This is an optimization exercise on Yosys and OpenROAD, whose aim is small area, a short achievable clock period and few clock cycles, not a production implementation.
In this exercise RTL edits were held to simulation tests only and were not proved equivalent to the original.

==> flow/design.v (excerpt) <==
module stepstick_motion (
    input  wire        clk,
    input  wire        rst,           
    input  wire        cmd_valid,
    output wire        cmd_ready,
    input  wire [1:0]  cmd_op,
    input  wire [31:0] cmd_arg,
    output reg         rsp_valid,
    output wire [7:0]  rsp_status,
    output wire [47:0] rsp_data
);
Size: about 3900 cells after synthesis, about 95 I/O pins.
make LEC_CHECK=0 ABC_AREA=1 CAP_MARGIN=30 CORE_MARGIN=2 CORE_UTILIZATION=50 PLACE_DENSITY=0.7 SETUP_SLACK_MARGIN=3.5 SLEW_MARGIN=30 finish   # period 7.0 ns
run.sh (not shown) runs the stock make flow with config.mk's settings and CLKGATE_MAP_FILE= SYNTH_SCRIPT=/design/flow/synth_recipe.tcl, a recipe that flattens the netlist after the stock synthesis.
Testbench counts at the start, summed over its fixed seeds: cycles 26,747.
Change:
SETUP_SLACK_MARGIN = 2.5   (was 3.5)
Worst setup slack got worse by 0.027 ns.
Routed wire length is lower by 6.8%.
Global-route usage falls by 2.7 points.

========
north:
Another version of the RTL of stepstick_motion (not shown whole).
Size: ~95 I/O pins, ~29000 sq um of cells after synthesis.
Settings: LEC_CHECK=0, ABC_AREA=1, CAP_MARGIN=30, CORE_MARGIN=2, CORE_UTILIZATION=50, PLACE_DENSITY=0.7, SETUP_SLACK_MARGIN=2.5, SLEW_MARGIN=30; clock period 7.0 ns.
north completed end to end with timing, DRC and antenna clean.
Testbench counts of north, summed over its fixed seeds: cycles 26,747.
--- input diff north..south ---
Settings: SETUP_SLACK_MARGIN: 2.5 -> 3.0.
Notes after the runs:
Re length of the first detailed-routing pass in iterations: south is 1 up on north. Run comparison: north cell type of the slowest stage on the worst timing path sky130_fd_sc_hd__fa_1; south cell type of the slowest stage on the worst timing path sky130_fd_sc_hd__fa_2. south against north: worst hold slack saw little to no change, peak fanout along the critical path saw a decrease. Re cell count: south is 54 up on north. Compared to north, the router laid down more metal wire for south. Of the two values seen for highest routing layer actually used, met5 was produced by north and met4 by south.

========
build 97:
Another version of the RTL of stepstick_motion (not shown whole).
Size in the first run: about 3,300 cells after synthesis, ~210 flip-flops, about 95 I/O pins, ~0.028 sq mm of cells after synthesis.
==> flow/config.mk <==
export PLATFORM = sky130hd
export DESIGN_NAME = stepstick_motion
export DESIGN_NICKNAME = stepstick_motion
export VERILOG_FILES = /design/flow/design.v
export SDC_FILE = /design/flow/constraint.sdc
export NUM_CORES = 4
export LEC_CHECK = 0
export CAP_MARGIN = 20
export CORE_MARGIN = 2
export CORE_UTILIZATION = 50
export PLACE_DENSITY = 0.7
export SETUP_SLACK_MARGIN = 2.5
export SLEW_MARGIN = 20
export TNS_END_PERCENT = 5
==> flow/constraint.sdc <==
create_clock -name core_clock -period 7.0 [get_ports {clk}]
set_input_delay 1.4000 -clock core_clock [delete_from_list [all_inputs] [get_ports {clk}]]
set_output_delay 1.4000 -clock core_clock [all_outputs]
set_load 0.01 [all_outputs]
Testbench counts of build 97, summed over its fixed seeds: cycles 26,747.
Changes in build 19 relative to build 97:
# build 97
export LEC_CHECK = 0
export CAP_MARGIN = 20
export CORE_MARGIN = 2
export CORE_UTILIZATION = 50
export PLACE_DENSITY = 0.7
export SETUP_SLACK_MARGIN = 2.5
export SLEW_MARGIN = 20
export TNS_END_PERCENT = 5
create_clock -name core_clock -period 7.0 [get_ports {clk}]
# build 19
export LEC_CHECK = 0
export CAP_MARGIN = 20
export CORE_MARGIN = 2
export CORE_UTILIZATION = 40
export PLACE_DENSITY = 0.6
export SETUP_SLACK_MARGIN = 2.5
export SLEW_MARGIN = 20
create_clock -name core_clock -period 7.0 [get_ports {clk}]
| non-clock buffer instance count of the final layout | lower: build 97 |
Re count of non-filler cells in the finished layout: build 97 was lower than build 19.
The following lists how build 67 was set up differently from build 19:
# build 19
export LEC_CHECK = 0
export CAP_MARGIN = 20
export CORE_MARGIN = 2
export CORE_UTILIZATION = 40
export PLACE_DENSITY = 0.6
export SETUP_SLACK_MARGIN = 2.5
export SLEW_MARGIN = 20
create_clock -name core_clock -period 7.0 [get_ports {clk}]
# build 67
export LEC_CHECK = 0
export CAP_MARGIN = 20
export CORE_MARGIN = 2
export CORE_UTILIZATION = 60
export PLACE_DENSITY = 0.75
export SETUP_SLACK_MARGIN = 2.5
export SLEW_MARGIN = 20
create_clock -name core_clock -period 7.0 [get_ports {clk}]
[summary]
- Going from build 19 to build 67, cell depth of the worst setup path rose 1, buffer count excluding the clock tree in the final layout has decreased.
- A cell with the biggest individual delay on the critical path of sky130_fd_sc_hd__fa_1 is what build 19 shows, while sky130_fd_sc_hd__fa_2 belongs to build 67.
- Min global-route usage across build 19 and build 67: build 19
- For post-route non-filler standard cell count, dividing the value from build 67 by the value from build 19 gives 0.918.
- Core footprint: build 67 < build 19
- Chip width (lower): build 67
- Pre-CTS worst setup slack in build 67 vs build 19: up 0.022 ns
- Worst setup slack delta for build 67 relative to build 19: 0.029 ns lower
- Changes observed in build 67 relative to build 19: wire length shows an increase of 2.1 mm, core occupancy in the finished layout increased 22 points.

port drivers added, routing unchanged:
The results above use ideal ports. As a check the final layouts listed here were re-extracted and re-timed, cells and wires unchanged. Step 1 sets driving cells, clkbuf_16 on the clock port and buf_2 on the other inputs (assumed; they add their load-dependent delay and slew). Step 2 moves the port delays by t, midway between the first and last clock arrival at a register: inputs arrive t later, outputs are due t later. That takes back most of the time a late clock gives input paths. a / b / c = ideal / step 1 / step 2; a / b = the first two.
run	t (ns)	setup WS [ns]	slew at the worst register clock pin (ns)
the first run of note 1	0.647	2.669 / 2.669 / 2.669	0.07 / 0.07
the second run of note 1	0.644	2.642 / 2.642 / 2.642	0.07 / 0.07
north	0.661	2.629 / 2.629 / 2.562	0.07 / 0.07
south	0.663	3.048 / 3.048 / 2.610	0.07 / 0.07
build 97	0.671	2.456 / 2.456 / 2.456	0.07 / 0.07
build 19	0.653	2.446 / 2.446 / 2.446	0.07 / 0.07
build 67	0.643	2.416 / 2.416 / 2.416	0.07 / 0.07
After both steps every run listed still meets setup and hold. The setup slack of south, which loses most, moves by 0.000 ns with the drivers and by -0.438 ns with both steps.
